Source: an optimization exercise on an open RTL-to-GDS flow (aim: small area, a short achievable clock period and few clock cycles per item). Production flows keep margins and buffers that such runs may drop.
Where RTL was checked, it was by simulation tests only, not by an equivalence proof against the original.
No activity file was given, so power comes from the tool's default toggle rates.

==> run K: inputs <==
## ioc_audio_enc
module ioc_audio_enc (
    input  wire        clk,
    input  wire        rst,
    input  wire [1:0]  cfg_coding,
    input  wire        cfg_word_sel,
    input  wire [63:0] now_us,
    input  wire        in_valid,
    output wire        in_ready,
    input  wire [63:0] in_frame,
    output reg         out_valid,
    input  wire        out_ready,
    output reg  [7:0]  out_data,
    output reg         out_last,
    output reg  [31:0] bad_cnt
);
make LEC_CHECK=0 CAP_MARGIN=20 CORE_MARGIN=2 CORE_UTILIZATION=40 PLACE_DENSITY=0.6 SETUP_SLACK_MARGIN=5 SLEW_MARGIN=20 finish   # period 9.0 ns
run.sh (not shown) runs the stock make flow with config.mk's settings and CLKGATE_MAP_FILE= SYNTH_SCRIPT=/design/flow/synth_recipe.tcl, a recipe that flattens the netlist after the stock synthesis.
==> run D (differences from run K) <==
--- a/flow/design.v
+++ b/flow/design.v
@@ -11,41 +11,35 @@
     input  wire        out_ready,
     output reg  [7:0]  out_data,
     output reg         out_last,
     output reg  [31:0] bad_cnt
 );
     localparam [1:0] C_PCM = 2'd0, C_U8 = 2'd1, C_U10 = 2'd2;
     localparam integer N = 32;
+    wire is_pcm = (cfg_coding == C_PCM);
+    wire is_u8  = (cfg_coding == C_U8);
+    wire is_u10 = (cfg_coding == C_U10);
     reg rst_r;
-    reg is_pcm, is_u8, is_u10, wsel_r;
-    reg [1:0] coding;
-    always @(posedge clk) begin
-        rst_r  <= rst;
-        coding <= cfg_coding;
-        is_pcm <= (cfg_coding == C_PCM);
-        is_u8  <= (cfg_coding == C_U8);
-        is_u10 <= (cfg_coding == C_U10);
-        wsel_r <= cfg_word_sel;
-    end
-    wire srst = rst_r;
+    always @(posedge clk) rst_r <= rst;
+    wire srst = rst | rst_r;
     reg  [23:0] ir_raw;
     reg         ir_v, ir_last;
     reg  [8:0]  iidx;         
     reg  [63:0] ts;
     reg         ts_v;
     reg         in_ready_r;
     assign in_ready = in_ready_r;
     wire in_fire = in_valid & in_ready_r;
-    wire [31:0] word = wsel_r ? in_frame[63:32] : in_frame[31:0];
+    wire [31:0] word = cfg_word_sel ? in_frame[63:32] : in_frame[31:0];
     wire        bad  = (word[23:16] != 8'hFF);
     reg  [3:0]  shift;
     reg  [5:0]  umin;
     reg  [23:0] blk_or;       
-    reg  [2:0]  bst;          
-    wire hold = (bst != 3'd0);
+    reg  [1:0]  bst;          
+    wire hold = (bst != 2'd0);
     reg  [15:0] p16;
     reg  [7:0]  pt;           
     reg         p_v, p_half;
     wire [31:0] raw  = {{8{ir_raw[23]}}, ir_raw};
     wire [31:0] p    = raw << shift;
     wire [23:0] umag = ir_raw[23] ? (~ir_raw + 24'd1) : ir_raw;
     reg  [7:0]  thr;
@@ -82,17 +76,26 @@
     reg [5:0] bu;
     integer k;
     always @* begin
         bu = 6'd31;
         for (k = 0; k < 24; k = k + 1)
             if (blk_or[k]) bu = 6'd30 - k[5:0];
     end
-    reg  [5:0] bu_r, um, shc;
-    reg        sh_up, sh_dn;
-    wire [5:0] sh_diff = um - shc;
+    reg  [5:0] bu_r, um;
+    wire [5:0] sh_clamp = ({2'b00, shift} < um) ? {2'b00, shift} : um;
+    wire [5:0] sh_diff  = um - sh_clamp;
+    reg  [5:0] sh_new;
+    always @* begin
+        if (sh_diff > 6'd4 && sh_clamp < 6'd12)
+            sh_new = sh_clamp + 6'd1;
+        else if (sh_diff < 6'd4 && sh_clamp > 6'd0)
+            sh_new = sh_clamp - 6'd1;
+        else
+            sh_new = sh_clamp;
+    end
     reg        e_hdr;         
     reg  [3:0] hcnt;
     reg        e_cs;          
     reg  [3:0] e_pair;
     reg  [4:0] e_idx;         
     reg        e_half;        
     reg  [2:0] e_ph;          
@@ -109,15 +112,15 @@
     wire [3:0] ncs0 = cs_of(acc0, is_u10);
     wire [3:0] ncs1 = cs_of(acc1, is_u10);
     wire [15:0] body_len = is_u8 ? 16'd330 : is_u10 ? 16'd410 : 16'd640;
     reg  [7:0] hdr_byte;
     always @* begin
         case (hcnt)
             4'd0:  hdr_byte = 8'h5A;
-            4'd1:  hdr_byte = {6'd0, coding};
+            4'd1:  hdr_byte = {6'd0, cfg_coding};
             4'd2:  hdr_byte = seq[15:8];
             4'd3:  hdr_byte = seq[7:0];
             4'd4:  hdr_byte = ts[63:56];
             4'd5:  hdr_byte = ts[55:48];
             4'd6:  hdr_byte = ts[47:40];
             4'd7:  hdr_byte = ts[39:32];
             4'd8:  hdr_byte = ts[31:24];
@@ -173,16 +176,16 @@
     reg  [N-1:0] v_n;
     integer j;
     always @* begin
         for (j = 0; j < N-1; j = j + 1)
             v_n[j] = ld[j] ? v[j+1] : v[j];
         v_n[N-1] = ld[N-1] ? push : v[N-1];
     end
-    wire [2:0] bst_n  = (bst == 3'd5) ? 3'd0 : (bst != 3'd0) ? bst + 3'd1 : (p_ld & ir_last) ? 3'd1 : 3'd0;
-    wire hold_n = (bst_n != 3'd0);
+    wire [1:0] bst_n  = (bst != 2'd0) ? bst + 2'd1 : (p_ld & ir_last) ? 2'd1 : 2'd0;
+    wire hold_n = (bst_n != 2'd0);
     wire in_ready_n = ~ir_v_n | (~hold_n & (~p_v_n | ((~is_pcm | p_half_n) & ~&v_n)));
     always @(posedge clk) begin
         for (j = 0; j < N-1; j = j + 1)
             if (ld[j]) d[j] <= d[j+1];
         if (ld[N-1]) d[N-1] <= entry;
         if (in_ready_r) begin
             ir_raw  <= {word[15:0], word[31:24]};
@@ -195,37 +198,32 @@
         end
         if (push & ~is_pcm) begin
             if (ipos == 5'd0)       acc0 <= pt;
             else if (~ipos[4])      acc0 <= acc0 | pt;
             if (ipos == 5'd16)      acc1 <= pt;
             else if (ipos[4])       acc1 <= acc1 | pt;
         end
-        if (bst == 3'd1) bu_r <= bu;
-        if (bst == 3'd2) um <= (bu_r < umin) ? bu_r : umin;
-        if (bst == 3'd3) shc <= ({2'b00, shift} < um) ? {2'b00, shift} : um;
-        if (bst == 3'd4) begin
-            sh_up <= (sh_diff > 6'd4) && (shc < 6'd12);
-            sh_dn <= (sh_diff < 6'd4) && (shc > 6'd0);
-        end
-        if (srst) begin
+        if (bst == 2'd1) bu_r <= bu;
+        if (bst == 2'd2) um <= (bu_r < umin) ? bu_r : umin;
+        if (rst) begin
             bad_cnt    <= 32'd0;
             in_ready_r <= 1'b1;
             ir_v       <= 1'b0;
         end else begin
             if (in_fire & bad) bad_cnt <= bad_cnt + 32'd1;
             in_ready_r <= in_ready_n;
             ir_v       <= ir_v_n;
         end
         if (srst) begin
             iidx     <= 9'd0;
             ts_v     <= 1'b0;
             v        <= {N{1'b0}};
             p_v      <= 1'b0;
             p_half   <= 1'b0;
-            bst      <= 3'd0;
+            bst      <= 2'd0;
             shift    <= 4'd0;
             umin     <= 6'd31;
             blk_or   <= 24'd0;
             ipos     <= 5'd0;
             e_hdr    <= 1'b1;
             hcnt     <= 4'd0;
             e_cs     <= 1'b1;
@@ -240,17 +238,17 @@
         end else begin
             if (in_fire) iidx <= (iidx == 9'd319) ? 9'd0 : iidx + 9'd1;
             v      <= v_n;
             p_v    <= p_v_n;
             p_half <= p_half_n;
             bst    <= bst_n;
             if (p_ld) blk_or <= blk_or | umag;
-            if (bst == 3'd1) blk_or <= 24'd0;
-            if (bst == 3'd5) begin
-                shift <= sh_up ? shc[3:0] + 4'd1 : sh_dn ? shc[3:0] - 4'd1 : shc[3:0];
+            if (bst == 2'd1) blk_or <= 24'd0;
+            if (bst == 2'd3) begin
+                shift <= sh_new[3:0];
                 umin  <= um + 6'd1;
             end
             if (pdone) ipos <= ipos + 5'd1;
             if (oreg_ld) begin
                 out_valid <= sk_v | (eok & produce);
                 out_data  <= sk_v ? sk_d : nbyte;
                 out_last  <= sk_v ? sk_l : nlast;
SETUP_SLACK_MARGIN = not set   (was 5)
==> run Z (differences from run K) <==
--- a/flow/design.v
+++ b/flow/design.v
@@ -11,41 +11,35 @@
     input  wire        out_ready,
     output reg  [7:0]  out_data,
     output reg         out_last,
     output reg  [31:0] bad_cnt
 );
     localparam [1:0] C_PCM = 2'd0, C_U8 = 2'd1, C_U10 = 2'd2;
     localparam integer N = 32;
+    wire is_pcm = (cfg_coding == C_PCM);
+    wire is_u8  = (cfg_coding == C_U8);
+    wire is_u10 = (cfg_coding == C_U10);
     reg rst_r;
-    reg is_pcm, is_u8, is_u10, wsel_r;
-    reg [1:0] coding;
-    always @(posedge clk) begin
-        rst_r  <= rst;
-        coding <= cfg_coding;
-        is_pcm <= (cfg_coding == C_PCM);
-        is_u8  <= (cfg_coding == C_U8);
-        is_u10 <= (cfg_coding == C_U10);
-        wsel_r <= cfg_word_sel;
-    end
-    wire srst = rst_r;
+    always @(posedge clk) rst_r <= rst;
+    wire srst = rst | rst_r;
     reg  [23:0] ir_raw;
     reg         ir_v, ir_last;
     reg  [8:0]  iidx;         
     reg  [63:0] ts;
     reg         ts_v;
     reg         in_ready_r;
     assign in_ready = in_ready_r;
     wire in_fire = in_valid & in_ready_r;
-    wire [31:0] word = wsel_r ? in_frame[63:32] : in_frame[31:0];
+    wire [31:0] word = cfg_word_sel ? in_frame[63:32] : in_frame[31:0];
     wire        bad  = (word[23:16] != 8'hFF);
     reg  [3:0]  shift;
     reg  [5:0]  umin;
     reg  [23:0] blk_or;       
-    reg  [2:0]  bst;          
-    wire hold = (bst != 3'd0);
+    reg  [1:0]  bst;          
+    wire hold = (bst != 2'd0);
     reg  [15:0] p16;
     reg  [7:0]  pt;           
     reg         p_v, p_half;
     wire [31:0] raw  = {{8{ir_raw[23]}}, ir_raw};
     wire [31:0] p    = raw << shift;
     wire [23:0] umag = ir_raw[23] ? (~ir_raw + 24'd1) : ir_raw;
     reg  [7:0]  thr;
@@ -82,17 +76,26 @@
     reg [5:0] bu;
     integer k;
     always @* begin
         bu = 6'd31;
         for (k = 0; k < 24; k = k + 1)
             if (blk_or[k]) bu = 6'd30 - k[5:0];
     end
-    reg  [5:0] bu_r, um, shc;
-    reg        sh_up, sh_dn;
-    wire [5:0] sh_diff = um - shc;
+    reg  [5:0] bu_r, um;
+    wire [5:0] sh_clamp = ({2'b00, shift} < um) ? {2'b00, shift} : um;
+    wire [5:0] sh_diff  = um - sh_clamp;
+    reg  [5:0] sh_new;
+    always @* begin
+        if (sh_diff > 6'd4 && sh_clamp < 6'd12)
+            sh_new = sh_clamp + 6'd1;
+        else if (sh_diff < 6'd4 && sh_clamp > 6'd0)
+            sh_new = sh_clamp - 6'd1;
+        else
+            sh_new = sh_clamp;
+    end
     reg        e_hdr;         
     reg  [3:0] hcnt;
     reg        e_cs;          
     reg  [3:0] e_pair;
     reg  [4:0] e_idx;         
     reg        e_half;        
     reg  [2:0] e_ph;          
@@ -109,15 +112,15 @@
     wire [3:0] ncs0 = cs_of(acc0, is_u10);
     wire [3:0] ncs1 = cs_of(acc1, is_u10);
     wire [15:0] body_len = is_u8 ? 16'd330 : is_u10 ? 16'd410 : 16'd640;
     reg  [7:0] hdr_byte;
     always @* begin
         case (hcnt)
             4'd0:  hdr_byte = 8'h5A;
-            4'd1:  hdr_byte = {6'd0, coding};
+            4'd1:  hdr_byte = {6'd0, cfg_coding};
             4'd2:  hdr_byte = seq[15:8];
             4'd3:  hdr_byte = seq[7:0];
             4'd4:  hdr_byte = ts[63:56];
             4'd5:  hdr_byte = ts[55:48];
             4'd6:  hdr_byte = ts[47:40];
             4'd7:  hdr_byte = ts[39:32];
             4'd8:  hdr_byte = ts[31:24];
@@ -173,16 +176,16 @@
     reg  [N-1:0] v_n;
     integer j;
     always @* begin
         for (j = 0; j < N-1; j = j + 1)
             v_n[j] = ld[j] ? v[j+1] : v[j];
         v_n[N-1] = ld[N-1] ? push : v[N-1];
     end
-    wire [2:0] bst_n  = (bst == 3'd5) ? 3'd0 : (bst != 3'd0) ? bst + 3'd1 : (p_ld & ir_last) ? 3'd1 : 3'd0;
-    wire hold_n = (bst_n != 3'd0);
+    wire [1:0] bst_n  = (bst != 2'd0) ? bst + 2'd1 : (p_ld & ir_last) ? 2'd1 : 2'd0;
+    wire hold_n = (bst_n != 2'd0);
     wire in_ready_n = ~ir_v_n | (~hold_n & (~p_v_n | ((~is_pcm | p_half_n) & ~&v_n)));
     always @(posedge clk) begin
         for (j = 0; j < N-1; j = j + 1)
             if (ld[j]) d[j] <= d[j+1];
         if (ld[N-1]) d[N-1] <= entry;
         if (in_ready_r) begin
             ir_raw  <= {word[15:0], word[31:24]};
@@ -195,37 +198,32 @@
         end
         if (push & ~is_pcm) begin
             if (ipos == 5'd0)       acc0 <= pt;
             else if (~ipos[4])      acc0 <= acc0 | pt;
             if (ipos == 5'd16)      acc1 <= pt;
             else if (ipos[4])       acc1 <= acc1 | pt;
         end
-        if (bst == 3'd1) bu_r <= bu;
-        if (bst == 3'd2) um <= (bu_r < umin) ? bu_r : umin;
-        if (bst == 3'd3) shc <= ({2'b00, shift} < um) ? {2'b00, shift} : um;
-        if (bst == 3'd4) begin
-            sh_up <= (sh_diff > 6'd4) && (shc < 6'd12);
-            sh_dn <= (sh_diff < 6'd4) && (shc > 6'd0);
-        end
-        if (srst) begin
+        if (bst == 2'd1) bu_r <= bu;
+        if (bst == 2'd2) um <= (bu_r < umin) ? bu_r : umin;
+        if (rst) begin
             bad_cnt    <= 32'd0;
             in_ready_r <= 1'b1;
             ir_v       <= 1'b0;
         end else begin
             if (in_fire & bad) bad_cnt <= bad_cnt + 32'd1;
             in_ready_r <= in_ready_n;
             ir_v       <= ir_v_n;
         end
         if (srst) begin
             iidx     <= 9'd0;
             ts_v     <= 1'b0;
             v        <= {N{1'b0}};
             p_v      <= 1'b0;
             p_half   <= 1'b0;
-            bst      <= 3'd0;
+            bst      <= 2'd0;
             shift    <= 4'd0;
             umin     <= 6'd31;
             blk_or   <= 24'd0;
             ipos     <= 5'd0;
             e_hdr    <= 1'b1;
             hcnt     <= 4'd0;
             e_cs     <= 1'b1;
@@ -240,17 +238,17 @@
         end else begin
             if (in_fire) iidx <= (iidx == 9'd319) ? 9'd0 : iidx + 9'd1;
             v      <= v_n;
             p_v    <= p_v_n;
             p_half <= p_half_n;
             bst    <= bst_n;
             if (p_ld) blk_or <= blk_or | umag;
-            if (bst == 3'd1) blk_or <= 24'd0;
-            if (bst == 3'd5) begin
-                shift <= sh_up ? shc[3:0] + 4'd1 : sh_dn ? shc[3:0] - 4'd1 : shc[3:0];
+            if (bst == 2'd1) blk_or <= 24'd0;
+            if (bst == 2'd3) begin
+                shift <= sh_new[3:0];
                 umin  <= um + 6'd1;
             end
             if (pdone) ipos <= ipos + 5'd1;
             if (oreg_ld) begin
                 out_valid <= sk_v | (eok & produce);
                 out_data  <= sk_v ? sk_d : nbyte;
                 out_last  <= sk_v ? sk_l : nlast;
ABC_CLOCK_PERIOD_IN_PS = 4000   (was not set)
SETUP_SLACK_MARGIN = 4.5   (was 5)
==> results.txt <==
Result of the run: run K finished clean; run D finished clean; run Z finished clean
Highest Clock Rate: run K 0.268 GHz; run D 0.166 GHz; run Z 0.230 GHz
Nonclk inv count: run K 93; run D 89; run Z 89
Fin cells: run K 3566; run D 3494; run Z 3525
Post-cts gate resize count: run K 0; run D 0; run Z 38
Ratio of total power to cell area: run K 223 nW/um^2; run D 212 nW/um^2; run Z 213 nW/um^2
Chip height: run K 282 um; run D 281 um; run Z 281 um
Fill count: run K 6693; run D 6616; run Z 6544
Share of Yosys cell area claimed by the top area cell type: run K 0.574; run D 0.570; run Z 0.570
Non-clk buf share: run K 0.0527; run D 0.0529; run Z 0.0587
Post-Syn Area per Cell: run K 13.5 sq um; run D 13.4 sq um; run Z 13.4 sq um
Worst-case vdd ir drop: run K 0.125 mV; run D 0.133 mV; run Z 0.153 mV
Post-synth EDFFs: run K 589; run D 581; run Z 581
RD Place Congestion: run K 0.890; run D 0.886; run Z 0.894
RR Endpoint: run K in_ready_r$_SDFF_PP1_; run D shift[3]$_SDFFE_PN0N_; run Z shift[3]$_SDFFE_PN0N_
Synth-to-layout area growth: run K 17.8%; run D 17.1%; run Z 19.1%
First-pass GRT wire length: run K 100000 um; run D 99400 um; run Z 101000 um
Worst Path Max Fanout: run K 29; run D 41; run Z 42
Testbench counts of run D, summed over its fixed seeds: cycles 46,584, blocks 96.
Testbench counts of run Z, summed over its fixed seeds: cycles 46,584, blocks 96.
Only the layout flow was run in run K; the RTL was not checked for function there.

-- static timing again, ports no longer ideal --
The flow's constraints put no driver on any port. The routed layouts listed below were extracted and timed again, unchanged, in two steps. Step 1 assumes that a clkbuf_16 drives the clock port and a buf_2 every other input. Step 2, shift: input delay + t, output delay - t, t = (earliest + latest rising clock arrival at the registers) / 2. This alone moves slack from input paths to output paths. Slacks: ideal / step 1 / step 2; pairs: ideal / step 1.
| run | t, ns | slack for setup (ns) | worst setup path at the end | clock arrival spread, ns | cell pins on the clock port's net |
|---|---|---|---|---|---|
| run K | 0.673 | 5.264 / 5.203 / 4.668 | input to register | 0.028 / 0.028 | 1 |
| run D | 0.686 | 2.989 / 3.025 / 2.339 | input to register | 0.035 / 0.034 | 1 |
| run Z | 0.692 | 4.653 / 4.653 / 4.108 | input to register | 0.031 / 0.031 | 1 |
After both steps every run listed still meets setup and hold. For run D, which loses most, drivers alone change the setup slack by +0.036 ns; drivers and shift together by -0.650 ns.
